This is an optimization exercise on Yosys and OpenROAD, whose aim is small area, a short achievable clock period and few clock cycles, not a production implementation.
At most, simulation tests tie the RTL to the original design; equivalence was not proved.
The RTL of runs 1, 2 and 5 to 7 was laid out without a check of its function.
No activity file was given, so power comes from the tool's default toggle rates.

### design/flow/design.v
module gfig_rx (
    input  wire         clk,
    input  wire         rst,         
    input  wire         in_valid,
    input  wire [7:0]   in_data,
    input  wire         in_last,
    output wire         in_ready,
    output reg          rep_valid,
    output reg  [2:0]   rep_code,
    output reg  [279:0] rep_data
);
    localparam [7:0] M0 = 8'hB2;
    localparam [7:0] M1 = 8'hA1;
    localparam [7:0] VERSION = 8'h01;
    localparam [2:0] R_UNKNOWN   = 3'd4;
    localparam [2:0] R_MALFORMED = 3'd5;
    localparam [2:0] R_STORM     = 3'd6;
    localparam integer D  = 35;        
    localparam integer AW = 6;
    localparam [1:0] P_HUNT = 2'd0;    
    localparam [1:0] P_FRM  = 2'd1;    
    localparam [1:0] P_UNKW = 2'd2;    
    localparam [1:0] P_SKIP = 2'd3;    
    localparam [15:0] CRC_MAGIC = 16'hC0AB;
    function [15:0] crc_byte;
        input [15:0] c;
        input [7:0]  d;
        integer j;
        reg [15:0] r;
        begin
            r = c ^ {d, 8'h00};
            for (j = 0; j < 8; j = j + 1)
                r = r[15] ? ((r << 1) ^ 16'h1021) : (r << 1);
            crc_byte = r;
        end
    endfunction
    reg       rdy;
    reg       iv, il;
    reg [7:0] id;
    assign in_ready = rdy;
    always @(posedge clk) begin
        id <= in_data;
        il <= in_last;
    end
    reg [8:0]    fm [0:D-1];           
    reg [AW-1:0] wp, rp;
    reg [AW:0]   mc;                   
    reg [AW:0]   tot;                  
    reg [AW:0]   avail;                
    reg [8:1]    a_ge;                 
    reg       hbv;                     
    reg [7:0] hb;
    reg       hf;                      
    reg       h_b2, h_a1, h_known, h_v01, h_him;
    wire [8:0] fo = fm[rp];
    always @(posedge clk) begin
        if (iv)
            fm[wp] <= {il, id};
    end
    reg [1:0]  st;
    reg        prev_b2;      
    reg [5:0]  k;            
    reg        fk2, fk3;     
    reg        fpay;         
    reg        fklo, fkend;  
    reg [1:0]  ty;           
    reg [15:0] crc;
    reg        ver_ok;
    reg        v_b2;         
    reg        t_b2, t_a1;   
    reg        lo_ok;        
    reg [3:0]  sl;           
    reg [3:0]  inv;
    reg        storm_pend;
    wire consume = hbv && a_ge[1] && (st != P_UNKW);
    wire ld      = (!hbv || consume) && (mc != 0);
    wire [3:0] sl1 = sl[3] ? 4'd8 : sl + 4'd1;
    reg [5:0] k_lo1, k_lastf;
    always @* begin
        case (ty)
            2'd1:    begin k_lo1 = 6'd13; k_lastf = 6'd12; end
            2'd2:    begin k_lo1 = 6'd61; k_lastf = 6'd38; end
            default: begin k_lo1 = 6'd11; k_lastf = 6'd11; end
        endcase
    end
    reg gate;
    always @* begin
        case (sl[2:0])
            3'd0: gate = a_ge[8];
            3'd1: gate = a_ge[7];
            3'd2: gate = a_ge[6];
            3'd3: gate = a_ge[5];
            3'd4: gate = a_ge[4];
            3'd5: gate = a_ge[3];
            3'd6: gate = a_ge[2];
            default: gate = a_ge[1];
        endcase
        if (sl[3]) gate = 1'b1;
    end
    wire [AW:0] tot_n   = tot + iv - consume;
    wire [AW:0] avail_n = (iv && il) ? tot_n : avail - consume;
    integer q;
    reg fire, fire_now;
    wire in_frm  = consume && (st == P_FRM);
    wire frm_mid = in_frm && !fk2 && !fk3 && !fkend && !fklo;
    wire pay_wr  = frm_mid && fpay;
    wire unk_now = in_frm && fk3 && !h_known;
    wire clr     = (in_frm && fk3 && h_known)
                || (in_frm && fkend && !(ver_ok && lo_ok && h_him))
                || (unk_now && gate)
                || ((st == P_UNKW) && gate);
    wire [7:0] pd = hb & {8{~clr}};
    always @(posedge clk) begin
        for (q = 0; q < 35; q = q + 1)
            if (clr || (pay_wr && k == q + 4))
                rep_data[8*q +: 8] <= pd;
    end
    always @(posedge clk) begin
        if (rst) begin
            rdy <= 1'b0; iv <= 1'b0;
            wp <= 0; rp <= 0; mc <= 0; tot <= 0; avail <= 0; a_ge <= 8'd0;
            hbv <= 1'b0;
            st <= P_HUNT; prev_b2 <= 1'b0; sl <= 4'd0; inv <= 4'd0;
            storm_pend <= 1'b0;
            rep_valid <= 1'b0;
            rep_code  <= 3'd0;
        end else begin
            iv  <= in_valid & rdy;
            rdy <= (tot_n + rdy + 1'b1) <= D;
            if (iv) wp <= (wp == D-1) ? 0 : wp + 1'b1;
            if (ld) rp <= (rp == D-1) ? 0 : rp + 1'b1;
            mc    <= mc + iv - ld;
            tot   <= tot_n;
            avail <= avail_n;
            for (q = 1; q <= 8; q = q + 1)
                a_ge[q] <= avail_n >= q;
            if (ld) begin
                hbv     <= 1'b1;
                hb      <= fo[7:0];
                hf      <= fo[8];
                h_b2    <= (fo[7:0] == M0);
                h_a1    <= (fo[7:0] == M1);
                h_known <= (fo[7:0] == 8'h01) || (fo[7:0] == 8'h02) || (fo[7:0] == 8'h03);
                h_v01   <= (fo[7:0] == VERSION);
                h_him   <= (fo[7:0] == crc[15:8]);
            end else if (consume) begin
                hbv <= 1'b0;
            end
            rep_valid  <= 1'b0;
            storm_pend <= 1'b0;
            if (storm_pend) begin
                rep_valid <= 1'b1;
                rep_code  <= R_STORM;
            end
            fire = 1'b0;
            fire_now = 1'b0;
            if (st == P_UNKW) begin
                if (gate) fire = 1'b1;
            end else if (consume) begin
                sl <= sl1;
                case (st)
                    P_HUNT: begin
                        if (prev_b2 && h_a1) begin
                            st   <= P_FRM;
                            k    <= 6'd2;
                            fk2  <= 1'b1; fk3 <= 1'b0; fpay <= 1'b0;
                            fklo <= 1'b0; fkend <= 1'b0;
                            crc  <= CRC_MAGIC;
                            if (hf && sl1[3]) sl <= 4'd2;
                        end
                        prev_b2 <= h_b2;
                    end
                    P_FRM: begin
                        k     <= k + 6'd1;
                        fk2   <= 1'b0;
                        fk3   <= fk2;
                        fpay  <= fk3 || (fpay && (k != k_lastf));
                        fklo  <= !fk2 && !fk3 && (k == k_lo1);
                        fkend <= fklo;
                        if (fk2) begin
                            ver_ok <= h_v01;
                            v_b2   <= h_b2;
                            crc    <= crc_byte(crc, hb);
                            if (hf && sl1[3]) sl <= 4'd3;
                        end else if (fk3) begin
                            t_b2 <= h_b2;
                            t_a1 <= h_a1;
                            if (h_known) begin
                                ty  <= hb[1:0];
                                crc <= crc_byte(crc, hb);
                            end else if (gate) begin
                                fire = 1'b1;
                                fire_now = 1'b1;
                            end else begin
                                st <= P_UNKW;
                            end
                        end else if (fkend) begin
                            rep_valid <= 1'b1;
                            sl <= 4'd0;
                            st <= P_HUNT;
                            prev_b2 <= 1'b0;
                            if (ver_ok && lo_ok && h_him) begin
                                inv <= 4'd0;
                                rep_code <= {1'b0, ty};
                            end else begin
                                rep_code <= R_MALFORMED;
                                if (inv == 4'd10) begin
                                    inv <= 4'd0;
                                    storm_pend <= 1'b1;
                                    if (!hf) begin
                                        st <= P_SKIP;
                                        sl <= 4'd8;
                                    end
                                end else begin
                                    inv <= inv + 4'd1;
                                end
                            end
                        end else if (fklo) begin
                            lo_ok <= (hb == crc[7:0]);
                        end else begin
                            crc <= crc_byte(crc, hb);
                        end
                    end
                    P_SKIP: begin
                        if (hf && sl1[3]) begin
                            st <= P_HUNT;
                            prev_b2 <= 1'b0;
                            sl <= 4'd0;
                        end
                    end
                    default: ;
                endcase
            end
            if (fire) begin
                rep_valid <= 1'b1;
                rep_code  <= R_UNKNOWN;
                if (inv == 4'd10) begin
                    inv <= 4'd0;
                    storm_pend <= 1'b1;
                    prev_b2 <= 1'b0;
                    if (fire_now && hf && sl1[3]) begin
                        st <= P_HUNT;
                        sl <= 4'd0;
                    end else begin
                        st <= P_SKIP;
                        sl <= fire_now ? sl1 : sl;
                    end
                end else begin
                    inv <= inv + 4'd1;
                    sl  <= 4'd3;
                    if (v_b2 && (fire_now ? h_a1 : t_a1)) begin
                        st   <= P_FRM;
                        k    <= 6'd2;
                        fk2  <= 1'b1; fk3 <= 1'b0; fpay <= 1'b0;
                        fklo <= 1'b0; fkend <= 1'b0;
                        crc  <= CRC_MAGIC;
                    end else begin
                        st <= P_HUNT;
                        prev_b2 <= fire_now ? h_b2 : t_b2;
                    end
                end
            end
        end
    end
endmodule
### design/flow/config.mk
export PLATFORM = sky130hd
export DESIGN_NAME = gfig_rx
export DESIGN_NICKNAME = gfig_rx
export VERILOG_FILES = /design/flow/design.v
export SDC_FILE = /design/flow/constraint.sdc
export NUM_CORES = 4
export LEC_CHECK = 0
export ABC_CLOCK_PERIOD_IN_PS = 3000
export CAP_MARGIN = 20
export CORE_MARGIN = 2
export CORE_UTILIZATION = 40
export SLEW_MARGIN = 20
### design/flow/constraint.sdc
create_clock -name core_clock -period 11.0 [get_ports {clk}]
set_input_delay 2.2000 -clock core_clock [delete_from_list [all_inputs] [get_ports {clk}]]
set_output_delay 2.2000 -clock core_clock [all_outputs]
set_load 0.01 [all_outputs]
### design/flow/run.sh
#!/bin/bash
# synth_recipe.tcl (not shown) runs the flow's synth.tcl, then flattens the netlist and writes it again
# the make line also repeats each setting of config.mk as NAME=value (left out here)
make -C /OpenROAD-flow-scripts/flow DESIGN_CONFIG=/design/flow/config.mk WORK_HOME=/design/flow/orfs CLKGATE_MAP_FILE= SYNTH_SCRIPT=/design/flow/synth_recipe.tcl finish
==> results of run 1 <==
-- flip-flops by register name, summed over array words and instances, names as in the netlist, 2 cells and up, named ones only --
name and count:
avail 7, tot 7, ty 2, fm 315, rp 6, mc 7
st 2, a_ge 8, rep_code 3, rep_data 280, sl 4, crc 16
inv 4, id 8, wp 6, hb 8, k 6
-- power groups by stage --
| stage | combinational, W | sequential, W | clock [W] |
|---|---|---|---|
| final | 0.00204 | 0.00360 | 0.00251 |
| after global routing | 0.00225 | 0.00363 | 0.00265 |
| after CTS | 0.00207 | 0.00360 | 0.00255 |
| after detailed placement | 0.00206 | 0.00366 | 0 |
| after global placement | 0.00201 | 0.00365 | 0 |
| after floorplan | 0.00128 | 0.00365 | 0 |
-- per-stage QoR --
step	utilization (%)	total power [W]	instance area (µm²)	worst slack, ns	cells
5_1_grt	50.04	0.008529	34380	6.357	3045
6_report	50.04	0.008150	34380	6.754	3045
3_5_place_dp	46.39	0.005716	31870	6.567	2903
3_3_place_gp	46.39	0.005669	31870	6.573	2903
2_1_floorplan	-	0.004931	27840	6.708	1714
4_1_cts	50.01	0.008223	34360	6.743	3044
-- synthesized netlist by cell type, types with 6 or more instances --
cell      instances  area (µm²)
buf_2            12       60.06
nand4_1          15       93.84
and3_1            7       43.79
or3_1             9       56.30
nor3_1           23       115.1
a31oi_1          10       62.56
o21ai_1          15       75.07
buf_4             9       67.56
nor2_1          119       446.7
a21oi_1          67       335.3
nor3b_1           6       45.04
nand2_1         114       427.9
and2_1           18       112.6
o211ai_1          6       45.04
nand3_1          27       135.1
xor2_1           32       280.3
xnor2_1          40       350.3
edfxtp_1        643       19310
a22oi_1          37       277.8
inv_1            55       206.5
nor2b_1          13       81.33
mux2i_1          67       670.6
o21ai_0          39       195.2
o22ai_1          20       125.1
nor4_1           12       75.07
nand3b_1          8       60.06
dfxtp_1          75        1501
clkbuf_1         37       138.9
ha_1             39       488.0
mux4_2           52        1171
nand2b_1         12       75.07
-- how the worst max path moves through the flow --
stage | from | endpoint | slack, ns | cells past startpoint
floorplan | rst | h_a1$_DFFE_PP_ | 6.71 | 4
global placement | rst | hb[6]$_DFFE_PP_ | 6.57 | 5
detailed placement | rst | hb[7]$_DFFE_PP_ | 6.57 | 5
CTS | st[0]$_SDFFE_PP0P_ | a_ge[1]$_SDFF_PP0_ | 6.74 | 16
global route | st[0]$_SDFFE_PP0P_ | a_ge[1]$_SDFF_PP0_ | 6.36 | 16
finish | st[0]$_SDFFE_PP0P_ | a_ge[2]$_SDFF_PP0_ | 6.75 | 16
-- cell type report --
type / count / area [µm²] / share of cell area [%]
sequential: 718 / 20820 / 60.57
multi-input combinational: 876 / 6534 / 19.00
timing repair buffer: 323 / 3166 / 9.207
clock buffer: 94 / 2011 / 5.848
tap: 931 / 1165 / 3.388
clock inverter: 47 / 471.7 / 1.372
inverter: 56 / 210.2 / 0.6114
-- worst max-delay path, cell delays in order (launching register included) --
cell and delay (ns):
dfxtp_1 0.38, inv_1 0.08, ha_1 0.36, nand3b_1 0.40, inv_2 0.32, ha_1 0.28, inv_1 0.05, ha_1 0.15
inv_1 0.06, fa_1 0.39, nor2b_1 0.12, o21a_1 0.13, o21ai_1 0.12, a21o_1 0.24, a211o_1 0.31, a31oi_1 0.53
nand3b_1 0.15
-- layer usage --
metal	routed length, µm	up-vias	GRT usage, %
li1	-	7235	-
met1	27220	7969	23.58
met2	34630	591	33.14
met3	4083	120	3.143
met4	1855	0	5.919
met5	0	-	0
-- cells by family after synthesis --
kind of cell / after synthesis / synth area share, %
flip-flops: 718 / 74.74
AND/OR/NAND/NOR: 400 / 6.916
AO/OA/AOI/OAI: 239 / 5.428
multiplexers: 124 / 6.830
buffers and inverters: 120 / 1.928
XOR/XNOR: 72 / 2.265
adder cells (fa/ha/maj): 41 / 1.896
==> notes.md, run 1 <==
- Outcome: timing/DRC/antenna clean
- IO buf count: slightly below 300
- Initial antenna violation count: 0
- Post-CTS resize count: 0
- Worst reg-to-reg path cell count: 16
- Wirelength, routed: between 60000 and 70000 µm
- Unrepaired setup endpoints after global routing: false
- Setup crit start kind: flip-flop
- Cell variety after synth: 69
- CTS root buffer: clkbuf_16
- WL per Instance: 22.26 µm
- Worst hold path cell count: 0
- Worst hold path type: flip-flop to flip-flop
- Later-pin clock latency in the skew report: around 0.63 ns
- Syn Nets: 1767
- Commonest cells after routing, fill and taps aside: edfxtp_1, clkdlybuf4s50_1, nand2_1, nor2_1, clkbuf_16
- Post-CTS Hold Buffers: 0
- TritonCTS Buffers: 77
- Core footprint: around 0.069 mm²
- Final hold violations: 0
- Crit path required time: ~11 ns
- Static leakage: around 11 nW
- Final Max Slew Viols: 0
- Ports: approximately 300
- Worst r2r dst: a_ge[2]$_SDFF_PP0_
- Detailed-placement wirelength estimate: ~45000 µm
- Int Power: 0.005672 W
- Vias: around 16000
- Seq pwr share: about 44%
- Clk_skew: 0.03165 ns
- Mapped Cells: ~1700
- Flop-to-flop setup slack: 6.75 ns
- Drt first pass iters: 6
- Die area: just over 0.07 mm²
- Ys async rst share: 0%
- Netlist Area Pre-Place: approximately 0.028 mm²
- Total gr overflow: 0
- Worst path arrival time: ~4.7 ns
- Logic pwr share: about a quarter
- Worst slew margin: between 20 and 30%
- Worst Setup End Kind: flip-flop
- H-tree depth: 3
- # diodes: 0
- Synth warn: 1
- Crit-path max FO: 13
- Switching share of total power: a little over 30%
- Max Clock Freq: approximately 0.24 GHz
- Final period utilization: between 30 and 40%
- Final ANT Viol Nets: 0
- Max VDD drop: 0.1438 mV
- Primary FF master, synth: edfxtp_1
- Net Sw Power: 0.002478 W
- Crit Path Class: flip-flop to flip-flop
- Largest net degree at the start of global routing: 47
- Clock power share: a little under a third
- Fin Hold WS: between 0.4 and 0.5 ns
- Area Growth Syn to Fin: 23.47%
- Total GRT Usage: 18.76%
- Number of synthesized flops with an enable pin: between 600 and 700
- Vias in the first global route: between 15000 and 20000
- DR vias/cell: approximately 5.2
- Critical hold path startpoint: h_v01$_DFFE_PP_
- Max-cap violations: 0
- Filler Cell Count: 5731
- Pwr dens: approximately 240 mW/mm²
- Die H: around 270 µm
- Setup TNS: 0 ns
- First-pass GRT wire length: between 100000 and 150000 µm
- Die X: 267.8 µm
- Hold endpoint: ver_ok$_DFFE_PP_
- Clock sinks: around 720
- CTS tree: yes
- Num rows: 96
- Clk slew on worst S/H paths: 0.06 ns
- Syn Area/Cell: ~16 µm²
- Initial Util: approximately two fifths
- R2r startpoint: st[0]$_SDFFE_PP0P_
- Share of layout cells above drive strength 1: roughly 11%
- Drt drc: 0
- Final setup fails: 0
- Register area share after synthesis: 74.74%
- 1st-iter DRT viols: between 1500 and 2000
- #FFs+latches synth: approximately 700
- Setup Fix Bufs, Post-CTS: 0
- Worst-Margin Slew: ~1.1 ns
- Longest Clk Path Bufs: 3
- Nets: about 2100
- Minimum clock period: 4.246 ns
- Commonest non-fill, non-tap cell in the layout: edfxtp_1
- Routability cong.: 0.8564
==> inputs of run 2 (changes only) <==
==> design/flow/flow/run.sh (new file) <==
#!/bin/bash
# Layout flow: the standard ORFS flow with these changes:
#  - repair_timing keeps a setup margin, so paths are sized and buffered
#    past the clock period, and may resize cells to other footprints;
#  - ports are buffered with buf_2 cells.
set -e -o pipefail
export SETUP_SLACK_MARGIN=7.6
export BUFFER_PORTS_ARGS="-buffer_cell sky130_fd_sc_hd__buf_2"
bash standard.sh MATCH_CELL_FOOTPRINT=0 finish 2>&1 | tee standard_flow.log
==> design/flow/standard.sh (new file) <==
#!/bin/bash
# synth_recipe.tcl (not shown) runs the flow's synth.tcl, then flattens the netlist and writes it again
# the make line also repeats each setting of config.mk as NAME=value (left out here)
make -C /OpenROAD-flow-scripts/flow DESIGN_CONFIG=/design/flow/config.mk WORK_HOME=/design/flow/orfs CLKGATE_MAP_FILE= SYNTH_SCRIPT=/design/flow/synth_recipe.tcl "${@:-finish}"
removed: design/flow/run.sh
==> run 2 against run 1 <==
- still clean on timing, DRC and antenna
- synthesized cell count stayed put
- die area stayed put
- utilization is 1.6 points lower
- global-route usage is 0.12 points lower
- worst hold slack better by 0.041 ns
- sequential power hardly changed
- critical endpoint is now rep_data[156]
- largest cell class unchanged
- largest power group unchanged
==> notes.md, run 2 <==
- Outcome: timing/DRC/antenna clean
- Routability cong.: roughly 0.85
- Worst r2r dst: rep_data[171]$_DFFE_PP_
- Primary FF master, synth: edfxtp_1
- Ys async rst share: 0%
- Initial Util: 40.53%
- Flop-to-flop setup slack: approximately 7.6 ns
- Worst slew margin: 25.23%
- Worst path arrival time: 1.21 ns
- Num rows: 96
- Longest Clk Path Bufs: 3
- IO buf count: between 200 and 300
- R2r startpoint: sl[0]$_SDFFE_PP0P_
- Total GRT Usage: a little under a fifth
- Initial antenna violation count: 0
- Final Max Slew Viols: 0
- Nets: 2127
- Worst-Margin Slew: 1.117 ns
- DP Worst Slack: approximately 6.9 ns
- Commonest non-fill, non-tap cell in the layout: edfxtp_1
- Biggest regs: fm: 315 flops, rep_data: 280 flops, crc: 16 flops
- Worst hold path type: flip-flop to flip-flop
- Setup ws final: ~7.6 ns
- Number of synthesized flops with an enable pin: roughly 640
- CTS tree: yes
- Post-CTS Hold Buffers: 0
- Critical path's top delay family: flip-flops
- Clk slew on worst S/H paths: 0.06 ns
- WL per Instance: between 20 and 25 µm
- Setup crit start kind: flip-flop
- Drt drc: 0
- Total gr overflow: 0
- H-tree depth: 3
- Seq pwr share: a little over two fifths
- Slowest-stage cell, CP: edfxtp_1
- Fin Hold WS: about 0.46 ns
- Critical hold path startpoint: h_v01$_DFFE_PP_
- Crit path required time: ~9 ns
- Crit Path Class: flip-flop to output pin
- Synth top area share: a little over two thirds
- Buf/Inv on CP: 1
- Share of layout cells above drive strength 1: between 20 and 30%
- Vias: 16152
- Ports: just under 300
- Final ANT Viol Nets: 0
- Final cell count without fillers: slightly above 3000
- Drt first pass iters: 5
- First-pass GRT wire length: about 100000 µm
- Synth warn: 1
- Synth area leader: edfxtp_1
- Commonest cells after routing, fill and taps aside: edfxtp_1, buf_2, nor2_1, nand2_1, clkbuf_16
- Final hold violations: 0
- Crit-path max FO: 1
- Cell variety after synth: 69
- Core footprint: a little under 0.07 mm²
- Unrepaired setup endpoints after global routing: true
- Switching share of total power: between 30% and 40%
- Setup TNS: 0 ns
- Clock power share: 30.1%
- Syn Area/Cell: between 15 and 20 µm²
- Hold endpoint: ver_ok$_DFFE_PP_
- Area Growth Syn to Fin: 19.63%
- Die H: roughly 270 µm
- Netlist Area Pre-Place: approximately 0.028 mm²
- Max FFs per register: around 320
- TritonCTS Buffers: 75
- Inst Count DP: 2903
- Detailed-placement wirelength estimate: 43840 µm
- Largest net degree at the start of global routing: 57
- Clock sinks: slightly above 700
- Worst hold path cell count: 0
- Filler Cell Count: between 5000 and 6000
- Vias in the first global route: roughly 16000
- Syn Nets: 1767
- Worst reg-to-reg path cell count: 10
- Register area share after synthesis: about three quarters
- Max-cap violations: 0
- Crit path cell chain: buf_6
- Top area cells in the synthesized netlist: edfxtp_1, dfxtp_1, mux4_2
- Worst Setup End Kind: output pin
- # diodes: 0
- Critical path's largest stage delay: approximately 0.44 ns
- Logic pwr share: 25.9%
- DR vias/cell: 5.278
- Commonest cells post-synth: edfxtp_1, nor2_1, nand2_1, dfxtp_1
- Static leakage: around 12 nW
- Die X: ~270 µm
- Pwr dens: 244.3 mW/mm²
- Mapped Cells: approximately 1700
- 1st-iter DRT viols: 1479
- Net Sw Power: between 0.002 and 0.0025 W
- Final setup fails: 0
- Int Power: about 0.0056 W
- Minimum clock period: roughly 3.4 ns
- Max VDD drop: 0.1345 mV
- Reg with most FFs: fm
- CTS root buffer: clkbuf_16
- Die area: about 0.07 mm²
- Later-pin clock latency in the skew report: between 0.6 and 0.7 ns
- Max Clock Freq: 0.2936 GHz
- Wirelength, routed: 67730 µm
- #FFs+latches synth: between 700 and 800
- Most frequent cell after synthesis: edfxtp_1
- Final period utilization: approximately 31%
- Clk_skew: between 0.015 and 0.02 ns
[run 2: cell counts after synthesis]
Identical to the previous run, type by type.
[run 2: worst max path at each step]
stage                                         end                     from  cells after the start  slack, ns
after floorplan                a_ge[2]$_SDFF_PP0_       st[0]$_SDFFE_PP0P_                     18       7.62
after global placement            hb[1]$_DFFE_PP_                      rst                      5       7.06
after detailed placement       a_ge[3]$_SDFF_PP0_       st[0]$_SDFFE_PP0P_                     14       6.92
after CTS                           rep_data[156]  rep_data[156]$_DFFE_PP_                      1       7.55
after global routing      rep_data[177]$_DFFE_PP_       sl[0]$_SDFFE_PP0P_                     10       7.44
final                               rep_data[156]  rep_data[156]$_DFFE_PP_                      1       7.59
[run 2: repair_timing]
item,in CTS,in global routing
setup endpoints to repair,609,478
gates resized for setup,33,50
cloned,3,0
pin swaps,1,11
setup buffers,11,9
endpoints found under the hold margin,0,0
[run 2: cells by family after synthesis]
logic type                 Yosys count  share of synthesized area [%]
DFF                                718                          74.74
and+or+nand+nor                    400                          6.916
buffers and inverters              120                          1.928
muxes                              124                          6.830
xor gates and xnor gates            72                          2.265
AOI/OAI and AO/OA                  239                          5.428
adders and majority gates           41                          1.896
[run 2: power by group through the flow]
| stage | logic (W) | clock network (W) | registers, W |
|---|---|---|---|
| after floorplan | 0.00129 | 0 | 0.00365 |
| after CTS | 0.00204 | 0.00251 | 0.00358 |
| after global placement | 0.00192 | 0 | 0.00363 |
| after global routing | 0.00231 | 0.00261 | 0.00361 |
| final | 0.00211 | 0.00245 | 0.00358 |
| after detailed placement | 0.00195 | 0 | 0.00364 |
[run 2: metrics by stage]
stage	power [W]	util, %	instance area (µm²)
floorplan	0.004939	-	27870
global placement	0.005550	44.26	30410
detailed placement	0.005591	44.26	30410
CTS	0.008121	48.06	33020
global route	0.008531	48.48	33310
finish	0.008139	48.48	33310
[run 2: per-layer routing]
| metal | routed length [µm] | vias up | global-route usage (%) | part of all wire (%) |
|---|---|---|---|---|
| met5 | 0 | - | 0 | 0 |
| met4 | 1587 | 0 | 4.998 | 2.3 |
| met3 | 4001 | 109 | 2.923 | 5.9 |
| met2 | 34250 | 613 | 32.52 | 51 |
| met1 | 27890 | 8139 | 24.26 | 41 |
| li1 | - | 7291 | - | - |
[run 2: area by class of cell]
cell class | instances | area (µm²) | share of cell area [%]
flip-flops and latches | 718 | 20830 | 62.53
multi-input cells | 879 | 6790 | 20.39
clock buffers | 102 | 2031 | 6.096
repair buffers | 344 | 1924 | 5.777
well taps | 931 | 1165 | 3.497
clock inverters | 30 | 350.3 | 1.052
inverters | 56 | 220.2 | 0.6611
==> inputs of run 3 (changes only) <==
--- a/design/flow/design.v
+++ b/design/flow/design.v
@@ -102,18 +102,38 @@
     integer q;
     reg fire, fire_now;
-    wire in_frm  = consume && (st == P_FRM);
-    wire frm_mid = in_frm && !fk2 && !fk3 && !fkend && !fklo;
-    wire pay_wr  = frm_mid && fpay;
-    wire unk_now = in_frm && fk3 && !h_known;
-    wire clr     = (in_frm && fk3 && h_known)
-                || (in_frm && fkend && !(ver_ok && lo_ok && h_him))
-                || (unk_now && gate)
-                || ((st == P_UNKW) && gate);
-    wire [7:0] pd = hb & {8{~clr}};
+    reg  clr_r;
+    wire in_frm = consume && (st == P_FRM);
+    wire pay_wr = in_frm && fpay;
+    wire [7:0] pd = hb & {8{~clr_r}};
     always @(posedge clk) begin
         for (q = 0; q < 35; q = q + 1)
-            if (clr || (pay_wr && k == q + 4))
+            if (clr_r || (pay_wr && k == q + 4))
                 rep_data[8*q +: 8] <= pd;
     end
+    wire up = iv && !consume;
+    wire dn = !iv && consume;
+    reg  rdy_n;
+    always @* begin
+        case ({rdy, up, dn})
+            3'b010:  rdy_n = tot <= D - 2;
+            3'b001:  rdy_n = tot <= D;
+            3'b110:  rdy_n = tot <= D - 3;
+            3'b101:  rdy_n = tot <= D - 1;
+            3'b100:  rdy_n = tot <= D - 2;
+            default: rdy_n = tot <= D - 1;
+        endcase
+    end
+    reg [8:1] a_ge_n;
+    always @* begin
+        for (q = 1; q <= 8; q = q + 1) begin
+            if (iv && il)
+                a_ge_n[q] = up ? (tot >= q - 1) : dn ? (tot >= q + 1) : (tot >= q);
+            else if (consume)
+                a_ge_n[q] = (q == 8) ? (avail >= 9) : a_ge[q + 1];
+            else
+                a_ge_n[q] = a_ge[q];
+        end
+    end
+    reg fin, fin_ok, fin_storm;
     always @(posedge clk) begin
         if (rst) begin
@@ -125,7 +145,9 @@
             rep_valid <= 1'b0;
             rep_code  <= 3'd0;
+            clr_r <= 1'b0;
+            fin <= 1'b0; fin_storm <= 1'b0;
         end else begin
             iv  <= in_valid & rdy;
-            rdy <= (tot_n + rdy + 1'b1) <= D;
+            rdy <= rdy_n;
             if (iv) wp <= (wp == D-1) ? 0 : wp + 1'b1;
             if (ld) rp <= (rp == D-1) ? 0 : rp + 1'b1;
@@ -133,6 +155,5 @@
             tot   <= tot_n;
             avail <= avail_n;
-            for (q = 1; q <= 8; q = q + 1)
-                a_ge[q] <= avail_n >= q;
+            a_ge  <= a_ge_n;
             if (ld) begin
                 hbv     <= 1'b1;
@@ -149,7 +170,15 @@
             rep_valid  <= 1'b0;
             storm_pend <= 1'b0;
+            clr_r      <= 1'b0;
+            fin        <= 1'b0;
+            fin_storm  <= 1'b0;
             if (storm_pend) begin
                 rep_valid <= 1'b1;
                 rep_code  <= R_STORM;
+            end
+            if (fin) begin
+                rep_valid  <= 1'b1;
+                rep_code   <= fin_ok ? {1'b0, ty} : R_MALFORMED;
+                storm_pend <= fin_storm;
             end
             fire = 1'b0;
@@ -167,4 +196,5 @@
                             fklo <= 1'b0; fkend <= 1'b0;
                             crc  <= CRC_MAGIC;
+                            clr_r <= 1'b1;
                             if (hf && sl1[3]) sl <= 4'd2;
                         end
@@ -196,5 +226,6 @@
                             end
                         end else if (fkend) begin
-                            rep_valid <= 1'b1;
+                            fin    <= 1'b1;
+                            fin_ok <= ver_ok && lo_ok && h_him;
                             sl <= 4'd0;
                             st <= P_HUNT;
@@ -202,10 +233,9 @@
                             if (ver_ok && lo_ok && h_him) begin
                                 inv <= 4'd0;
-                                rep_code <= {1'b0, ty};
                             end else begin
-                                rep_code <= R_MALFORMED;
+                                clr_r <= 1'b1;
                                 if (inv == 4'd10) begin
                                     inv <= 4'd0;
-                                    storm_pend <= 1'b1;
+                                    fin_storm <= 1'b1;
                                     if (!hf) begin
                                         st <= P_SKIP;
@@ -255,4 +285,5 @@
                         fklo <= 1'b0; fkend <= 1'b0;
                         crc  <= CRC_MAGIC;
+                        clr_r <= 1'b1;
                     end else begin
                         st <= P_HUNT;
==> design/flow/run.sh (new file) <==
#!/bin/bash
# synth_recipe.tcl (not shown) runs the flow's synth.tcl, then flattens the netlist and writes it again
# the make line also repeats each setting of config.mk as NAME=value (left out here)
make -C /OpenROAD-flow-scripts/flow DESIGN_CONFIG=/design/flow/config.mk WORK_HOME=/design/flow/orfs CLKGATE_MAP_FILE= SYNTH_SCRIPT=/design/flow/synth_recipe.tcl finish
removed: design/flow/flow/run.sh
removed: design/flow/standard.sh
==> run 3 against run 2 <==
- via count increased by 1.8%
- clock-buffer cell count decreased by 5
- design area increased by 5.8%
- power decreased by 13%
- sequential share of layout area decreased by 3.2 points
- cell count increased by 1.4%
- global-route usage increased by 0.68 points
- sequential cell count increased by 4
- critical path depth increased by 6
- largest cell class unchanged
==> notes.md, run 3 <==
- Slowest-stage cell, CP: o21bai_1
- WL per Instance: 23.22 µm
- Total power: 0.007046 W
- Max FFs per register: about 320
- # diodes: 0
- Cell variety after synth: 86
- Clk_skew: between 0.015 and 0.02 ns
- Netlist Area Pre-Place: between 0.02 and 0.03 mm²
- Routability cong.: around 0.85
- Post-CTS resize count: 0
- Reg with most FFs: fm
- Syn Area/Cell: 16.25 µm²
- Critical path's largest stage delay: around 0.91 ns
- CTS root buffer: clkbuf_16
- Final Max Slew Viols: 0
- Setup Fix Bufs, Post-CTS: 0
- Max-cap violations: 0
- Static leakage: between 10 and 15 nW
- Commonest non-fill, non-tap cell in the layout: edfxtp_1
- Most frequent cell after synthesis: edfxtp_1
- Top area cells in the synthesized netlist: edfxtp_1, dfxtp_1, mux4_1
- Outcome: timing/DRC/antenna clean
- IO buf count: 296
- Clk slew on worst S/H paths: approximately 0.06 ns
- Primary FF master, synth: edfxtp_1
- Final period utilization: 37.61%
- Register area share after synthesis: just over 70%
- H-tree depth: 3
- CTS tree: yes
- Max VDD drop: around 0.13 mV
- Crit path required time: 11.24 ns
- Synth area leader: edfxtp_1
- Die X: ~270 µm
- Total gr overflow: 0
- Share of layout cells above drive strength 1: between 9 and 10%
- Commonest cells after routing, fill and taps aside: edfxtp_1, clkdlybuf4s50_1, nor2_1, nand2_1, clkbuf_16
- Die H: around 270 µm
- Initial Util: around two fifths
- Wirelength, routed: a little over 70000 µm
- Commonest cells post-synth: edfxtp_1, nor2_1, nand2_1, dfxtp_1, mux2i_1
- Final setup fails: 0
- Final ANT Viol Nets: 0
- Synth warn: 1
- Worst slew margin: a little over a quarter
- Worst Setup End Kind: flip-flop
- Minimum clock period: about 4.1 ns
- Later-pin clock latency in the skew report: 0.62 ns
- Longest Clk Path Bufs: 3
- Area Growth Syn to Fin: 22.67%
- Unrepaired setup endpoints after global routing: false
- DR vias/cell: about 5.3
- #FFs+latches synth: 722
- Num rows: between 90 and 100
- Worst-Margin Slew: 1.088 ns
- Final hold violations: 0
- Die area: between 0.07 and 0.08 mm²
- First-pass GRT wire length: 107500 µm
- Crit Path Class: flip-flop to flip-flop
- Nets: 2159
- Vias in the first global route: 16572
- Mapped Cells: 1768
- Setup crit start kind: flip-flop
- Crit path cell chain: inv_1 -> ha_1 -> nand3b_1 -> buf_4 -> nor2_1 -> nand3_1 -> o21bai_1
- TritonCTS Buffers: 76
- Post-CTS Hold Buffers: 0
- Filler Cell Count: around 5900
- Max Clock Freq: 0.2417 GHz
- Core footprint: ~0.071 mm²
- Setup TNS: 0 ns
- Pwr dens: roughly 200 mW/mm²
- Biggest regs: fm: 315 flops, rep_data: 280 flops, crc: 16 flops
- Ports: 297
- Crit-path max FO: 18
- 1st-iter DRT viols: around 1400
- Total GRT Usage: about a fifth
- Initial antenna violation count: 0
- Synth top area share: about two thirds
- Vias: ~16000
- Clock sinks: slightly above 700
- Syn Nets: roughly 1800
- Detailed-placement wirelength estimate: roughly 48000 µm
- Drt first pass iters: 5
- Ys async rst share: 0%
- Largest net degree at the start of global routing: 47
- Worst path arrival time: around 4.4 ns
- Drt drc: 0
- Worst hold path type: flip-flop to flip-flop
- Number of synthesized flops with an enable pin: 644
-- run 3: kinds of logic after synthesis --
family | Yosys count | synth area share [%]
AND/OR/NAND/NOR | 367 | 6.242
multiplexers | 130 | 7.226
XOR/XNOR | 70 | 2.134
flip-flops | 722 | 72.76
adder cells (fa/ha/maj) | 54 | 2.404
buffers and inverters | 133 | 2.443
AO/OA/AOI/OAI | 292 | 6.795
-- run 3: worst paths after layout --
kind,from,to,slack [ns],cells after the start
worst max-delay path,st[0]$_SDFFE_PP0P_,rep_data[102]$_DFFE_PP_,6.86,7
worst min-delay path,h_v01$_DFFE_PP_,ver_ok$_DFFE_PP_,0.43,0
worst max register to register,st[0]$_SDFFE_PP0P_,rep_data[102]$_DFFE_PP_,6.86,7
worst min register to register,h_v01$_DFFE_PP_,ver_ok$_DFFE_PP_,0.43,0
-- run 3: where the power goes --
part	leakage, nW	internal (W)	switching [W]	total (W)
registers	6.46	0.00314	0.0000904	0.00323
clock network	1.28	0.00159	0.00107	0.00266
logic	3.88	0.000474	0.000687	0.00116
total	11.6	0.00520	0.00184	0.00705
-- run 3: final cells by class --
cell class / count / area, µm² / share of cell area (%)
Timing Repair Buffer: 321 / 3146 / 8.926
Tap cell: 950 / 1189 / 3.373
Sequential cell: 722 / 20910 / 59.34
Clock buffer: 97 / 2052 / 5.823
Clock inverter: 42 / 561.8 / 1.594
Inverter: 59 / 221.5 / 0.6285
Multi-Input combinational cell: 913 / 7158 / 20.31
-- run 3: through the flow --
stage | setup slack (ns) | hold WS (ns) | cell area, µm² | std cells | utilization [%]
3_5_place_dp | 6.959 | 0.4246 | 32590 | 2962 | 45.75
4_1_cts | 6.918 | 0.4377 | 35210 | 3101 | 49.42
2_1_floorplan | 6.658 | 0.4003 | 28730 | 1768 | -
6_report | 6.863 | 0.4332 | 35240 | 3104 | 49.46
3_3_place_gp | 7.127 | 0.4028 | 32590 | 2962 | 45.75
5_1_grt | 6.619 | 0.4478 | 35240 | 3104 | 49.46
-- run 3: per-layer routing --
layer	vias up	global-route usage (%)	part of all wire, %
li1	7477	-	-
met2	506	34.32	52
met5	-	0	0
met1	8355	24.20	40
met3	105	3.465	5.4
met4	0	5.422	2.4
-- run 3: worst max-delay path: cells and delay by family, from the launching register on --
family	cells	cell delay [ns]
adder cells (fa/ha/maj)	1	0.42
buffers and inverters	2	0.42
AND/OR/NAND/NOR	3	1.63
flip-flops	1	0.36
AO/OA/AOI/OAI	1	0.91
Testbench counts of run 3, summed over its fixed seeds: cycles 186,711.
==> inputs of run 4 (changes only) <==
==> design/flow/flow/run.sh (new file) <==
#!/bin/bash
# Layout flow: the standard ORFS flow, with repair_timing asked to keep
# a setup margin, so paths are sized and buffered past the clock period.
set -e -o pipefail
export SETUP_SLACK_MARGIN=7.0
bash standard.sh 2>&1 | tee standard_flow.log
==> design/flow/standard.sh (new file) <==
#!/bin/bash
# synth_recipe.tcl (not shown) runs the flow's synth.tcl, then flattens the netlist and writes it again
# the make line also repeats each setting of config.mk as NAME=value (left out here)
make -C /OpenROAD-flow-scripts/flow DESIGN_CONFIG=/design/flow/config.mk WORK_HOME=/design/flow/orfs CLKGATE_MAP_FILE= SYNTH_SCRIPT=/design/flow/synth_recipe.tcl "${@:-finish}"
removed: design/flow/run.sh
==> run 4 against run 3 <==
- sequential cell count unchanged
- area after synthesis unchanged
- still clean on timing, DRC and antenna
- critical endpoint is now rep_data[175]$_DFFE_PP_
- clock-buffer cell count is 3 higher
- critical path type unchanged
- combinational power about the same
==> notes.md, run 4 <==
- Outcome: timing/DRC/antenna clean
- Commonest cells post-synth: edfxtp_1, nor2_1, nand2_1, dfxtp_1, mux2i_1
- Max VDD drop: 0.1123 mV
- Vias: approximately 16000
- Register area share after synthesis: between 70% and 80%
- Initial antenna violation count: 0
- Worst hold path type: flip-flop to flip-flop
- Detailed-placement wirelength estimate: 46380 µm
- Static leakage: between 10 and 15 nW
- DR vias/cell: roughly 5.3
- Syn Nets: between 1500 and 2000
- Commonest cells after routing, fill and taps aside: edfxtp_1, clkdlybuf4s50_1, nor2_1, nand2_1, clkbuf_16
- Top area cells in the synthesized netlist: edfxtp_1, dfxtp_1, mux4_1
- Multi-input gate area: a little over 0.007 mm²
- Die area: approximately 0.074 mm²
- Post-CTS Hold Buffers: 0
- Commonest non-fill, non-tap cell in the layout: edfxtp_1
- H-tree depth: 3
- Unrepaired setup endpoints after global routing: true
- DP Worst Slack: ~6.6 ns
- Worst r2r dst: rep_data[175]$_DFFE_PP_
- CTS tree: yes
- Worst Setup End Kind: flip-flop
- Max Clock Freq: 0.2566 GHz
- Register area: between 0.02 and 0.025 mm²
- IO buf count: 296
- Slowest-stage cell, CP: o21bai_1
- Final Max Slew Viols: 0
- Worst hold path cell count: 0
- Clock sinks: 722
- Initial Util: between 40% and 50%
- Final setup fails: 0
- TritonCTS Buffers: 76
- Final ANT Viol Nets: 0
- Synth area leader: edfxtp_1
- Later-pin clock latency in the skew report: 0.62 ns
- Synth top area share: between 60% and 70%
- Clk_skew: roughly 0.025 ns
- Reg with most FFs: fm
- Setup TNS: 0 ns
- Final cell count without fillers: about 3100
- Filler Cell Count: ~5900
- Ports: just under 300
- Mapped Cells: 1768
- Number of synthesized flops with an enable pin: approximately 640
- Crit path cell chain: inv_1 -> ha_2 -> nand3b_1 -> buf_4 -> nor2_1 -> nand3_1 -> o21bai_1
- Flop-to-flop setup slack: around 7.1 ns
- Longest Clk Path Bufs: 3
- Total GRT Usage: a little under a fifth
- 1st-iter DRT viols: approximately 1500
- #FFs+latches synth: around 720
- Nets: between 2000 and 2500
- Synth warn: 1
- Die X: ~270 µm
- Worst reg-to-reg path cell count: 7
- Crit path required time: around 11 ns
- Netlist Area Pre-Place: around 0.029 mm²
- Final period utilization: a little over a third
- # diodes: 0
- Inst Count DP: 2964
- First-pass GRT wire length: about 110000 µm
- Critical hold path startpoint: h_v01$_DFFE_PP_
- Cell variety after synth: 86
- Share of layout cells above drive strength 1: between 10% and 20%
- Critical path's largest stage delay: 0.86 ns
- Buf/Inv on CP: 2
- Max FFs per register: about 320
- Syn Area/Cell: ~16 µm²
- Clk slew on worst S/H paths: 0.06 ns
- R2r startpoint: st[0]$_SDFFE_PP0P_
- Crit-path max FO: 18
- Crit Path Class: flip-flop to flip-flop
- WP depth: 7
- Primary FF master, synth: edfxtp_1
- Ys async rst share: 0%
- Largest net degree at the start of global routing: 52
- Pwr dens: between 150 and 200 mW/mm²
- Area Growth Syn to Fin: 22.81%
- Setup ws final: approximately 7.1 ns
- Vias in the first global route: 16270
- Most frequent cell after synthesis: edfxtp_1
- Worst-Margin Slew: around 1.1 ns
- Wirelength, routed: between 70000 and 80000 µm
- Setup crit start kind: flip-flop
- Worst slew margin: between 20 and 30%
- Biggest regs: fm: 315 flops, rep_data: 280 flops, crc: 16 flops
- CTS root buffer: clkbuf_16
- Routability cong.: about 0.84
- WL per Instance: 22.99 µm
- Num rows: 98
- Hold endpoint: ver_ok$_DFFE_PP_
- Die H: approximately 270 µm
- Drt first pass iters: 5
- Core footprint: about 0.07 mm²
- Minimum clock period: between 3 and 4 ns
- Total gr overflow: 0
- Critical path's top delay family: simple AND/OR/NAND/NOR gates
- Worst path arrival time: about 4.1 ns
- Drt drc: 0
- Max-cap violations: 0
- Final hold violations: 0
-- run 4: per-layer routing --
layer  up-vias  wire (µm)  global-route usage, %
met2       546      36730                  33.74
li1       7471          -                      -
met5         -          0                      0
met3       114       3728                  3.280
met1      8331      29340                  23.90
met4         0       1759                  5.523
-- run 4: how the worst max path moves through the flow --
stage | startpoint | end | slack, ns
global route | st[0]$_SDFFE_PP0P_ | rep_data[41]$_DFFE_PP_ | 6.81
finish | st[0]$_SDFFE_PP0P_ | rep_data[175]$_DFFE_PP_ | 7.10
detailed placement | rst | hb[3]$_DFFE_PP_ | 6.63
global placement | rst | hb[3]$_DFFE_PP_ | 6.69
CTS | st[0]$_SDFFE_PP0P_ | rep_data[50]$_DFFE_PP_ | 7.00
floorplan | rst | h_a1$_DFFE_PP_ | 7.14
-- run 4: cells by family (layout without fill, tap and decap cells) --
| logic type | count (synthesis) | after routing | share of synthesized area [%] |
|---|---|---|---|
| buffers and inverters | 133 | 528 | 2.443 |
| AND/OR/NAND/NOR | 367 | 367 | 6.242 |
| flip-flops | 722 | 722 | 72.76 |
| XOR/XNOR | 70 | 70 | 2.134 |
| AO/OA/AOI/OAI | 292 | 292 | 6.795 |
| multiplexers | 130 | 130 | 7.226 |
| adder cells (fa/ha/maj) | 54 | 54 | 2.404 |
-- run 4: layout make-up --
| cell class | instances | share of cell area [%] |
|---|---|---|
| multi-input cells | 913 | 20.60 |
| flip-flops and latches | 722 | 59.27 |
| clock inverters | 41 | 1.170 |
| inverters | 59 | 0.6384 |
| repair buffers | 328 | 9.075 |
| well taps | 950 | 3.369 |
| clock buffers | 100 | 5.880 |
-- run 4: power breakdown --
| part | internal (W) | total (W) | switching (W) |
|---|---|---|---|
| combinational | 0.000475 | 0.00113 | 0.000658 |
| sequential | 0.00314 | 0.00325 | 0.000119 |
| clock | 0.00150 | 0.00255 | 0.00105 |
| total | 0.00511 | 0.00694 | 0.00183 |
-- run 4: through the flow --
step | total power [W] | util, % | instance area, µm² | hold slack (ns)
2_1_floorplan | 0.004163 | - | 28730 | 0.4003
3_3_place_gp | 0.004428 | 45.77 | 32610 | 0.4114
3_5_place_dp | 0.004444 | 45.77 | 32610 | 0.4072
4_1_cts | 0.006993 | 49.29 | 35110 | 0.4205
5_1_grt | 0.007216 | 49.52 | 35280 | 0.4284
6_report | 0.006941 | 49.52 | 35280 | 0.4191
-- run 4: worst register-to-register path: stages, from the launching register on --
cell	delay (ns)
dfxtp_1	0.36
inv_1	0.09
ha_2	0.30
nand3b_1	0.49
buf_4	0.36
nor2_1	0.46
nand3_1	0.59
o21bai_1	0.86
-- run 4: what timing repair did --
item / 4_1_cts / 5_1_grt
gates resized for setup: 5 / 26
endpoints found under the setup margin: 129 / 282
setup buffers: 0 / 5
==> inputs of run 5 (changes only) <==
--- a/design/flow/design.v
+++ b/design/flow/design.v
@@ -45,5 +45,4 @@
     reg [8:0]    fm [0:D-1];           
     reg [AW-1:0] wp, rp;
-    reg [AW:0]   mc;                   
     reg [AW:0]   tot;                  
     reg [AW:0]   avail;                
@@ -74,5 +73,5 @@
     reg        storm_pend;
     wire consume = hbv && a_ge[1] && (st != P_UNKW);
-    wire ld      = (!hbv || consume) && (mc != 0);
+    wire ld      = (!hbv || consume) && (hbv ? (tot >= 2) : (tot != 0));    
     wire [3:0] sl1 = sl[3] ? 4'd8 : sl + 4'd1;
     reg [5:0] k_lo1, k_lastf;
@@ -139,5 +138,5 @@
         if (rst) begin
             rdy <= 1'b0; iv <= 1'b0;
-            wp <= 0; rp <= 0; mc <= 0; tot <= 0; avail <= 0; a_ge <= 8'd0;
+            wp <= 0; rp <= 0; tot <= 0; avail <= 0; a_ge <= 8'd0;
             hbv <= 1'b0;
             st <= P_HUNT; prev_b2 <= 1'b0; sl <= 4'd0; inv <= 4'd0;
@@ -152,5 +151,4 @@
             if (iv) wp <= (wp == D-1) ? 0 : wp + 1'b1;
             if (ld) rp <= (rp == D-1) ? 0 : rp + 1'b1;
-            mc    <= mc + iv - ld;
             tot   <= tot_n;
             avail <= avail_n;
==> design/flow/flow/run.sh (replaced) <==
#!/bin/bash
# Layout flow: the standard ORFS flow with these changes:
#  - repair_timing keeps a setup margin, so paths are sized and buffered
#    past the clock period, and may resize cells to other footprints;
#  - ports are buffered with buf_2 cells.
set -e -o pipefail
export SETUP_SLACK_MARGIN=7.6
export BUFFER_PORTS_ARGS="-buffer_cell sky130_fd_sc_hd__buf_2"
bash standard.sh MATCH_CELL_FOOTPRINT=0 finish 2>&1 | tee standard_flow.log
==> run 5 against run 4 <==
- wire length down 4.1%
- critical path depth decreased by 6
- register-to-register slack gained 0.68 ns
- non-clock buffer count rose by 5
- maximum frequency increased by 13%
- sequential power hardly changed
- area after synthesis fell by 1.8%
- design area fell by 5.5%
- critical endpoint is now rep_data[192]
- largest cell class unchanged
- largest power group unchanged
- highest routed layer unchanged
==> notes.md, run 5 <==
- R2r startpoint: st[1]$_SDFFE_PP0P_
- Netlist Area Pre-Place: 0.02820 mm²
- Max-cap violations: 0
- Register area share after synthesis: 73.61%
- Max VDD drop: about 0.15 mV
- Commonest cells post-synth: edfxtp_1, nor2_1, nand2_1, dfxtp_1, mux2i_1
- Most frequent cell after synthesis: edfxtp_1
- Final ANT Viol Nets: 0
- Share of layout cells above drive strength 1: between 20% and 30%
- Ports: approximately 300
- Critical Path Start: rep_data[192]$_DFFE_PP_
- Clock power share: between 30% and 40%
- Synth top area share: between 60% and 70%
- # diodes: 0
- Unrepaired setup endpoints after global routing: true
- Critical path's largest stage delay: around 0.46 ns
- Setup TNS: 0 ns
- H-tree depth: 3
- Wirelength, routed: 68600 µm
- Largest net degree at the start of global routing: 52
- Crit path required time: a little under 9 ns
- Int Power: 0.004981 W
- Crit-path max FO: 1
- Logic pwr share: between 10% and 20%
- Final setup fails: 0
- Max Clock Freq: just under 0.3 GHz
- Inst Count DP: between 2000 and 3000
- Initial antenna violation count: 0
- Mapped Cells: approximately 1700
- Cell variety after synth: 67
- Switching share of total power: a little over a quarter
- DP Worst Slack: a little over 6 ns
- Setup crit start kind: flip-flop
- Worst path arrival time: between 1 and 1.5 ns
- Syn Nets: about 1800
- Longest Clk Path Bufs: 3
- Seq pwr share: between 40% and 50%
- Number of synthesized flops with an enable pin: about 640
- Commonest non-fill, non-tap cell in the layout: edfxtp_1
- CTS tree: yes
- Drt first pass iters: 5
- Drt drc: 0
- Total gr overflow: 0
- Buf/Inv on CP: 1
- Worst slew margin: 25.61%
- Critical path's top delay family: flip-flops
- Final Max Slew Viols: 0
- WL per Instance: ~22 µm
- Nets: between 2000 and 2500
- Clk_skew: ~0.032 ns
- Crit Path Class: flip-flop to output pin
- Worst-Margin Slew: 1.112 ns
- Worst Setup End Kind: output pin
- Outcome: timing/DRC/antenna clean
- Dpl cell area: between 0.03 and 0.04 mm²
- Top area cells in the synthesized netlist: edfxtp_1, dfxtp_1, mux4_2
- Slowest-stage cell, CP: edfxtp_1
- Core footprint: roughly 0.070 mm²
- CTS root buffer: clkbuf_16
- Clk slew on worst S/H paths: 0.06 ns
- First-pass GRT wire length: around 100000 µm
- Crit path cell chain: buf_2
- Worst hold path type: flip-flop to flip-flop
- Post-CTS Hold Buffers: 0
- Die H: roughly 270 µm
- TritonCTS Buffers: 75
- Synth warn: 1
- Critical hold path startpoint: fin_storm$_SDFF_PP0_
- Routability cong.: ~0.85
- Area Growth Syn to Fin: 18.17%
- Num rows: between 90 and 100
- Static leakage: 11.30 nW
- Pwr dens: 203.7 mW/mm²
- Die X: 269.5 µm
- Total power: a little under 0.007 W
- Biggest regs: fm: 315 flops, rep_data: 280 flops, crc: 16 flops
- Max FFs per register: 315
- Die area: ~0.073 mm²
- Commonest cells after routing, fill and taps aside: edfxtp_1, buf_2, nor2_1, nand2_1, clkbuf_16
- Final instance area: 0.03332 mm²
- IO buf count: ~300
- Reg with most FFs: fm
- Vias: 16280
- Clock sinks: 715
- Final cell count without fillers: approximately 3100
- Final period utilization: 31.33%
- Later-pin clock latency in the skew report: slightly above 0.6 ns
- 1st-iter DRT viols: 1658
- #FFs+latches synth: ~720
- Initial Util: 40.34%
- Detailed-placement wirelength estimate: between 40000 and 50000 µm
- Ys async rst share: 0%
- Minimum clock period: 3.446 ns
- Synth area leader: edfxtp_1
- DR vias/cell: roughly 5.3
- Vias in the first global route: between 15000 and 20000
- Primary FF master, synth: edfxtp_1
- Syn Area/Cell: ~16 µm²
- Net Sw Power: around 0.0018 W
- Setup ws final: 7.554 ns
- Total GRT Usage: between 10% and 20%
- Final hold violations: 0
## run 5: cell count changes after synthesis, sizes merged, moves of 9 or more
cell | before | now
a31o | 1 | 13
a22oi | 45 | 35
nor2 | 124 | 113
o21bai | 39 | 30
inv | 58 | 41
and3 | 5 | 15
xnor2 | 47 | 38
nand2b | 6 | 15
## run 5: timing repair
action                                  in CTS  in global routing
cloned                                       2                  0
setup buffers                                2                  6
endpoints found under the setup margin     194                108
pin swaps                                    0                  1
resized for setup                           23                  8
hold endpoints to repair                     0                  0
## run 5: power by group through the flow
stage / Combinational [W] / Sequential, W / Clock (W)
final: 0.00113 / 0.00323 / 0.00243
after global placement: 0.00107 / 0.00331 / 0
after floorplan: 0.000819 / 0.00325 / 0
after global routing: 0.00123 / 0.00324 / 0.00259
after CTS: 0.00112 / 0.00324 / 0.00248
after detailed placement: 0.00109 / 0.00331 / 0
## run 5: through the flow
step / hold slack [ns] / util (%)
floorplan: 0.4003 / -
global placement: 0.4435 / 43.94
detailed placement: 0.4535 / 43.94
CTS: 0.4756 / 47.47
global route: 0.4979 / 47.67
finish: 0.4750 / 47.67
## run 5: path summary, 6_finish.rpt
check / end / slack, ns / cells past startpoint
worst max-delay path: rep_data[192] / 7.55 / 1
worst min register to register: storm_pend$_SDFF_PP0_ / 0.47 / 2
worst max register to register: crc[0]$_DFFE_PN_ / 7.78 / 9
worst min-delay path: storm_pend$_SDFF_PP0_ / 0.47 / 2
## run 5: cell families (layout without fill, tap and decap cells)
kind of cell | Yosys count | in the layout | share of synthesized area, %
AOI/OAI and AO/OA | 280 | 280 | 6.624
xor gates and xnor gates | 67 | 67 | 2.081
adders and majority gates | 45 | 45 | 2.023
buffers and inverters | 116 | 512 | 1.948
DFF | 715 | 715 | 73.61
muxes | 129 | 129 | 7.054
and+or+nand+nor | 385 | 386 | 6.655
## run 5: final cells by class
class / count / area (µm²)
fillers: 6073 / 36580
flip-flops and latches: 715 / 20770
multi-input cells: 907 / 7030
clock buffers: 103 / 2043
repair buffers: 333 / 1828
well taps: 940 / 1176
clock inverters: 33 / 311.5
inverters: 42 / 161.4
repair inverters: 1 / 5.005
## run 5: per-layer routing
metal	up-vias	GRT usage [%]	wire, µm
met5	-	0	0
met4	0	5.395	1832
met3	113	2.841	3497
met2	538	31.85	34420
met1	8228	24.06	28850
li1	7401	-	-
==> inputs of run 6 (changes only) <==
--- a/design/flow/config.mk
+++ b/design/flow/config.mk
@@ -10,3 +10,5 @@
 export CORE_MARGIN = 2
 export CORE_UTILIZATION = 40
+export CTS_CLUSTER_DIAMETER = 70
+export CTS_CLUSTER_SIZE = 22
 export SLEW_MARGIN = 20
==> run 6 against run 5 <==
- worst setup slack worse by 0.0085 ns
- still clean
- non-clock buffer count down 2
- largest cell class unchanged
- utilization fell by 1.3 points
- worst hold slack got worse by 0.0023 ns
- power shrank 9.3%
==> notes.md, run 6 <==
- Total GRT Usage: between 10% and 20%
- Core footprint: about 0.070 mm²
- Commonest cells post-synth: edfxtp_1, nor2_1, nand2_1, dfxtp_1, mux2i_1
- Netlist Area Pre-Place: between 0.02 and 0.03 mm²
- WL per Instance: 22.56 µm
- Pwr dens: ~190 mW/mm²
- Critical path's largest stage delay: between 0.4 and 0.5 ns
- Switching share of total power: roughly 28%
- Ports: 297
- Later-pin clock latency in the skew report: between 0.6 and 0.7 ns
- Clk_skew: between 0.03 and 0.04 ns
- Synth area leader: edfxtp_1
- Minimum clock period: 3.454 ns
- Primary FF master, synth: edfxtp_1
- Seq pwr share: roughly 52%
- Nets: approximately 2100
- Inst Count DP: between 2000 and 3000
- Syn Area/Cell: around 16 µm²
- Share of layout cells above drive strength 1: approximately a quarter
- DR vias/cell: around 5.3
- Vias in the first global route: ~16000
- Drt drc: 0
- Syn Nets: 1794
- CTS tree: yes
- Die X: between 200 and 300 µm
- Top area cells in the synthesized netlist: edfxtp_1, dfxtp_1, mux4_2
- Max VDD drop: between 0.1 and 0.15 mV
- Mapped Cells: 1737
- Detailed-placement wirelength estimate: around 44000 µm
- DP Worst Slack: around 6.1 ns
- Most frequent cell after synthesis: edfxtp_1
- Final period utilization: a little under a third
- First-pass GRT wire length: roughly 100000 µm
- Unrepaired setup endpoints after global routing: true
- Synth warn: 1
- Longest Clk Path Bufs: 3
- TritonCTS Buffers: 44
- Filler Cell Count: between 6000 and 7000
- # diodes: 0
- Max Clock Freq: between 0.2 and 0.3 GHz
- Max FFs per register: 315
- R2r startpoint: st[0]$_SDFFE_PP0P_
- Slowest-stage cell, CP: edfxtp_1
- Worst hold path type: flip-flop to flip-flop
- Wirelength, routed: between 60000 and 70000 µm
- Vias: around 16000
- Reg with most FFs: fm
- Crit-path max FO: 1
- Critical Path Start: rep_data[192]$_DFFE_PP_
- Worst Setup End Kind: output pin
- Crit path required time: 8.80 ns
- Number of synthesized flops with an enable pin: 644
- Buf/Inv on CP: 1
- Critical path's top delay family: flip-flops
- #FFs+latches synth: between 700 and 800
- Static leakage: ~11 nW
- Die H: about 270 µm
- Final ANT Viol Nets: 0
- Logic pwr share: ~18%
- Total gr overflow: 0
- IO buf count: approximately 300
- Final hold violations: 0
- Setup crit start kind: flip-flop
- Register area share after synthesis: between 70% and 80%
- Initial Util: just over 40%
- Clock power share: about 29%
- Routability cong.: approximately 0.85
- Worst path arrival time: roughly 1.3 ns
- Outcome: timing/DRC/antenna clean
- Area Growth Syn to Fin: 14.93%
- Max-cap violations: 0
- Int Power: between 0.004 and 0.005 W
- CTS root buffer: clkbuf_16
- Clk slew on worst S/H paths: 0.08 ns
- H-tree depth: 2
- Ys async rst share: 0%
- Synth top area share: between 60% and 70%
- Worst-Margin Slew: around 1.1 ns
- Setup ws final: approximately 7.5 ns
- Die area: between 0.07 and 0.08 mm²
- Critical hold path startpoint: fin_storm$_SDFF_PP0_
- Setup TNS: 0 ns
- Cell variety after synth: between 60 and 70
- Final cell count without fillers: between 3000 and 4000
- Largest net degree at the start of global routing: 52
- Num rows: 97
- Biggest regs: fm: 315 flops, rep_data: 280 flops, crc: 16 flops
- Commonest cells after routing, fill and taps aside: edfxtp_1, buf_2, nor2_1, nand2_1, mux2i_1
- Final setup fails: 0
- 1st-iter DRT viols: ~1700
- Post-CTS Hold Buffers: 0
- Commonest non-fill, non-tap cell in the layout: edfxtp_1
- Clock sinks: 715
- Worst slew margin: 26.80%
- Drt first pass iters: 6
- Initial antenna violation count: 0
- Final Max Slew Viols: 0
- Crit path cell chain: buf_2
- Net Sw Power: 0.001705 W
- Crit Path Class: flip-flop to output pin
==> run 6: layer usage <==
metal / GRT usage [%] / up-vias / part of all wire, %
li1: - / 7311 / -
met5: 0 / - / 0
met1: 23.97 / 8123 / 42
met2: 31.46 / 506 / 50
met4: 5.058 / 0 / 2.4
met3: 2.458 / 92 / 4.8
==> run 6: final timing paths <==
check / cells past startpoint / slack, ns / endpoint
min: 2 / 0.47 / storm_pend$_SDFF_PP0_
max reg2reg: 6 / 7.64 / rep_data[113]$_DFFE_PP_
max: 1 / 7.55 / rep_data[192]
min reg2reg: 2 / 0.47 / storm_pend$_SDFF_PP0_
==> run 6: final cells by class <==
class | count | area [µm²] | share of cell area [%]
repair inverters | 1 | 5.005 | 0.01544
clock buffers | 58 | 1217 | 3.756
well taps | 940 | 1176 | 3.629
clock inverters | 17 | 254.0 | 0.7837
flip-flops and latches | 715 | 20770 | 64.08
repair buffers | 331 | 1813 | 5.594
inverters | 42 | 161.4 | 0.4980
multi-input cells | 907 | 7014 | 21.64
==> run 6: cells by family after synthesis <==
kind of cell,synth area share (%)
buf+inv,1.948
simple gates,6.655
flops,73.61
compound gates,6.624
xor+xnor,2.081
fa+ha+maj,2.023
mux,7.054
==> run 6: timing repair <==
item                                    in CTS  in global routing
buffers inserted                             2                  4
endpoints found under the setup margin     192                115
resized for setup                           17                 10
cloned                                       2                  0
==> run 6: per-stage QoR <==
| step | total power (W) | cell area (µm²) | util [%] | hold WS [ns] |
|---|---|---|---|---|
| 6_report | 0.006159 | 32410 | 46.36 | 0.4727 |
| 5_1_grt | 0.006408 | 32410 | 46.36 | 0.4935 |
| 3_5_place_dp | 0.004396 | 30720 | 43.94 | 0.4535 |
| 3_3_place_gp | 0.004383 | 30710 | 43.94 | 0.4435 |
| 2_1_floorplan | 0.004069 | 28210 | - | 0.4003 |
| 4_1_cts | 0.006194 | 32280 | 46.17 | 0.4682 |
==> run 6: power groups by stage <==
stage                     clock network, W  logic, W  registers [W]
after floorplan                          0  0.000819        0.00325
after global placement                   0   0.00107        0.00331
after detailed placement                 0   0.00109        0.00331
after CTS                          0.00184   0.00112        0.00323
after global routing               0.00194   0.00124        0.00324
final                              0.00180   0.00113        0.00323
==> run 6: worst min-delay path: stages (launching register included) <==
cell and delay [ns]:
dfxtp_1 0.32, a21oi_1 0.06, nor2_1 0.07
==> inputs of run 7 (changes only) <==
--- a/design/flow/config.mk
+++ b/design/flow/config.mk
@@ -9,6 +9,7 @@
 export CAP_MARGIN = 20
 export CORE_MARGIN = 2
-export CORE_UTILIZATION = 40
-export CTS_CLUSTER_DIAMETER = 70
-export CTS_CLUSTER_SIZE = 22
+export CORE_UTILIZATION = 65
+export CTS_CLUSTER_DIAMETER = 100
+export CTS_CLUSTER_SIZE = 30
+export PLACE_DENSITY = 0.75
 export SLEW_MARGIN = 20
==> run 7 against run 6 <==
- worst hold slack better by 0.016 ns
- maximum frequency is 1.0% higher
- non-clock buffer count fell by 2
- clock skew decreased by 0.020 ns
- register-to-register slack better by 0.13 ns
- wire length decreased by 6.5%
- sequential share of layout area rose by 2.4 points
- critical path depth did not move
- sequential cell count unchanged
- clock-buffer cell count decreased by 10
- global-route usage grew 9.9 points
- largest cell class unchanged
==> notes.md, run 7 <==
- Clk slew on worst S/H paths: roughly 0.12 ns
- Buf/Inv on CP: 1
- Vias: ~16000
- Max Clock Freq: just under 0.3 GHz
- Ys async rst share: 0%
- Clock sinks: between 700 and 800
- H-tree depth: 1
- Num rows: 76
- Detailed-placement wirelength estimate: between 40000 and 50000 µm
- Filler Cell Count: around 2800
- Commonest cells post-synth: edfxtp_1, nor2_1, nand2_1, dfxtp_1, mux2i_1
- Crit Path Class: flip-flop to output pin
- CTS tree: yes
- Later-pin clock latency in the skew report: ~0.6 ns
- Final Util: slightly above 70%
- Share of layout cells above drive strength 1: roughly 23%
- Die H: roughly 210 µm
- First-pass GRT wire length: 93780 µm
- Commonest cells after routing, fill and taps aside: edfxtp_1, buf_2, nor2_1, nand2_1, mux2i_1
- DP Worst Slack: 6.199 ns
- Minimum clock period: around 3.4 ns
- Die area: between 0.04 and 0.05 mm²
- Worst hold path type: flip-flop to flip-flop
- Unrepaired setup endpoints after global routing: true
- Outcome: timing/DRC/antenna clean
- Die X: around 210 µm
- Static leakage: between 10 and 15 nW
- Max VDD drop: slightly below 0.2 mV
- Initial Util: about two thirds
- Crit path cell chain: buf_2
- Fin Hold WS: ~0.49 ns
- Worst path arrival time: roughly 1.2 ns
- #FFs+latches synth: around 700
- Largest net degree at the start of global routing: 47
- Final Max Slew Viols: 0
- Commonest non-fill, non-tap cell in the layout: edfxtp_1
- IO buf count: between 200 and 300
- Syn Nets: roughly 1800
- Drt first pass iters: 6
- Vias in the first global route: 15445
- Nets: roughly 2100
- Post-CTS Hold Buffers: 0
- Longest Clk Path Bufs: 3
- Final period utilization: a little under a third
- Top area cells in the synthesized netlist: edfxtp_1, dfxtp_1, mux4_2
- Total gr overflow: 0
- Critical path's largest stage delay: approximately 0.45 ns
- Final ANT Viol Nets: 0
- TritonCTS Buffers: 27
- Final setup fails: 0
- Netlist Area Pre-Place: ~0.028 mm²
- Pwr dens: about 180 mW/mm²
- Critical Path Start: rep_data[100]$_DFFE_PP_
- Syn Area/Cell: 16.24 µm²
- Worst Setup End Kind: output pin
- Initial antenna violation count: 0
- Register area share after synthesis: approximately 74%
- WL per Instance: about 24 µm
- Setup TNS: 0 ns
- Total GRT Usage: approximately 28%
- CTS root buffer: clkbuf_16
- Slowest-stage cell, CP: edfxtp_1
- Drt drc: 0
- Most frequent cell after synthesis: edfxtp_1
- Crit path required time: between 8 and 9 ns
- Final hold violations: 0
- Reg with most FFs: fm
- Wirelength, routed: around 64000 µm
- DR vias/cell: 6.152
- Setup ws final: roughly 7.6 ns
- Worst-Margin Slew: between 1 and 1.5 ns
- Number of synthesized flops with an enable pin: between 600 and 700
- Critical path's top delay family: flip-flops
- Crit-path max FO: 1
- Setup crit start kind: flip-flop
- # diodes: 0
- Critical hold path startpoint: h_v01$_DFFE_PP_
- Synth warn: 1
- Core footprint: 0.04298 mm²
- Max-cap violations: 0
- Primary FF master, synth: edfxtp_1
- Ports: around 300
- Synth top area share: 68.57%
- Biggest regs: fm: 315 flops, rep_data: 280 flops, crc: 16 flops
- Area Growth Syn to Fin: 10.72%
- Routability cong.: ~0.85
- Worst slew margin: a little over a quarter
- Mapped Cells: approximately 1700
- 1st-iter DRT viols: between 1500 and 2000
- Synth area leader: edfxtp_1
- Clk_skew: roughly 0.020 ns
- Cell variety after synth: between 60 and 70
- Max FFs per register: between 300 and 400
[run 7: cell types whose count changed in the layout (fill, tap and decap cells not counted), sizes merged]
| cell | previous run | this run |
|---|---|---|
| clkbuf | 58 | 49 |
| inv | 50 | 42 |
| buf | 331 | 328 |
| bufinv | 3 | 0 |
| clkinv | 5 | 0 |
| clkinvlp | 2 | 3 |
[run 7: path summary, 6_finish.rpt]
path	to	slack, ns	cells after the start
min	ver_ok$_DFFE_PP_	0.49	0
max reg2reg	h_known$_DFFE_PP_	7.77	8
min reg2reg	ver_ok$_DFFE_PP_	0.49	0
max	rep_data[100]	7.58	1
[run 7: kinds of logic after synthesis]
kind of cell | after synthesis | share of synthesized area (%)
simple gates | 385 | 6.655
compound gates | 280 | 6.624
xor+xnor | 67 | 2.081
buf+inv | 116 | 1.948
fa+ha+maj | 45 | 2.023
mux | 129 | 7.054
flops | 715 | 73.61
[run 7: cell type report]
class                           count  area [µm²]  share of cell area (%)
Sequential cell                   715       20770                   66.52
Multi-Input combinational cell    907        6997                   22.41
Timing Repair Buffer              329        1788                   5.726
Clock buffer                       48       754.5                   2.416
Tap cell                          585       732.0                   2.344
Inverter                           42       161.4                  0.5169
Clock inverter                      2       16.27                 0.05209
Timing Repair inverter              1       5.005                 0.01603
[run 7: timing repair]
action | 4_1_cts | 5_1_grt
gates cloned | 2 | 0
resized for setup | 20 | 16
pin swaps | 0 | 1
setup endpoints to repair | 215 | 138
buffers inserted | 1 | 6
[run 7: through the flow]
stage	instance area [µm²]	total power, W	std cells
3_3_place_gp	30250	0.004345	2568
5_1_grt	31220	0.005749	2629
6_report	31220	0.005547	2629
4_1_cts	31100	0.005547	2621
3_5_place_dp	30250	0.004366	2568
2_1_floorplan	28210	0.004069	1737
[run 7: per-layer routing]
| layer | share of wire (%) | vias up | track usage (%) |
|---|---|---|---|
| met4 | 3.2 | 0 | 8.126 |
| met1 | 40 | 8111 | 38.46 |
| met5 | 0 | - | 0 |
| met3 | 6.7 | 107 | 3.678 |
| met2 | 50 | 707 | 47.74 |
| li1 | - | 7248 | - |
[run 7: report_power, final]
group	internal, W	total [W]	leakage (nW)	switching [W]
combinational	0.000425	0.00109	3.72	0.000668
sequential	0.00314	0.00323	6.39	0.0000956
clock	0.000474	0.00122	0.362	0.000747

Re-timed with assumed drivers on the ports (clkbuf_16 on the clock, buf_2 on other inputs), run 7 has 7.524 ns of setup slack against 7.580 ns with ideal ports, and 7.174 ns once port delays also move by the mid clock arrival of 0.661 ns.
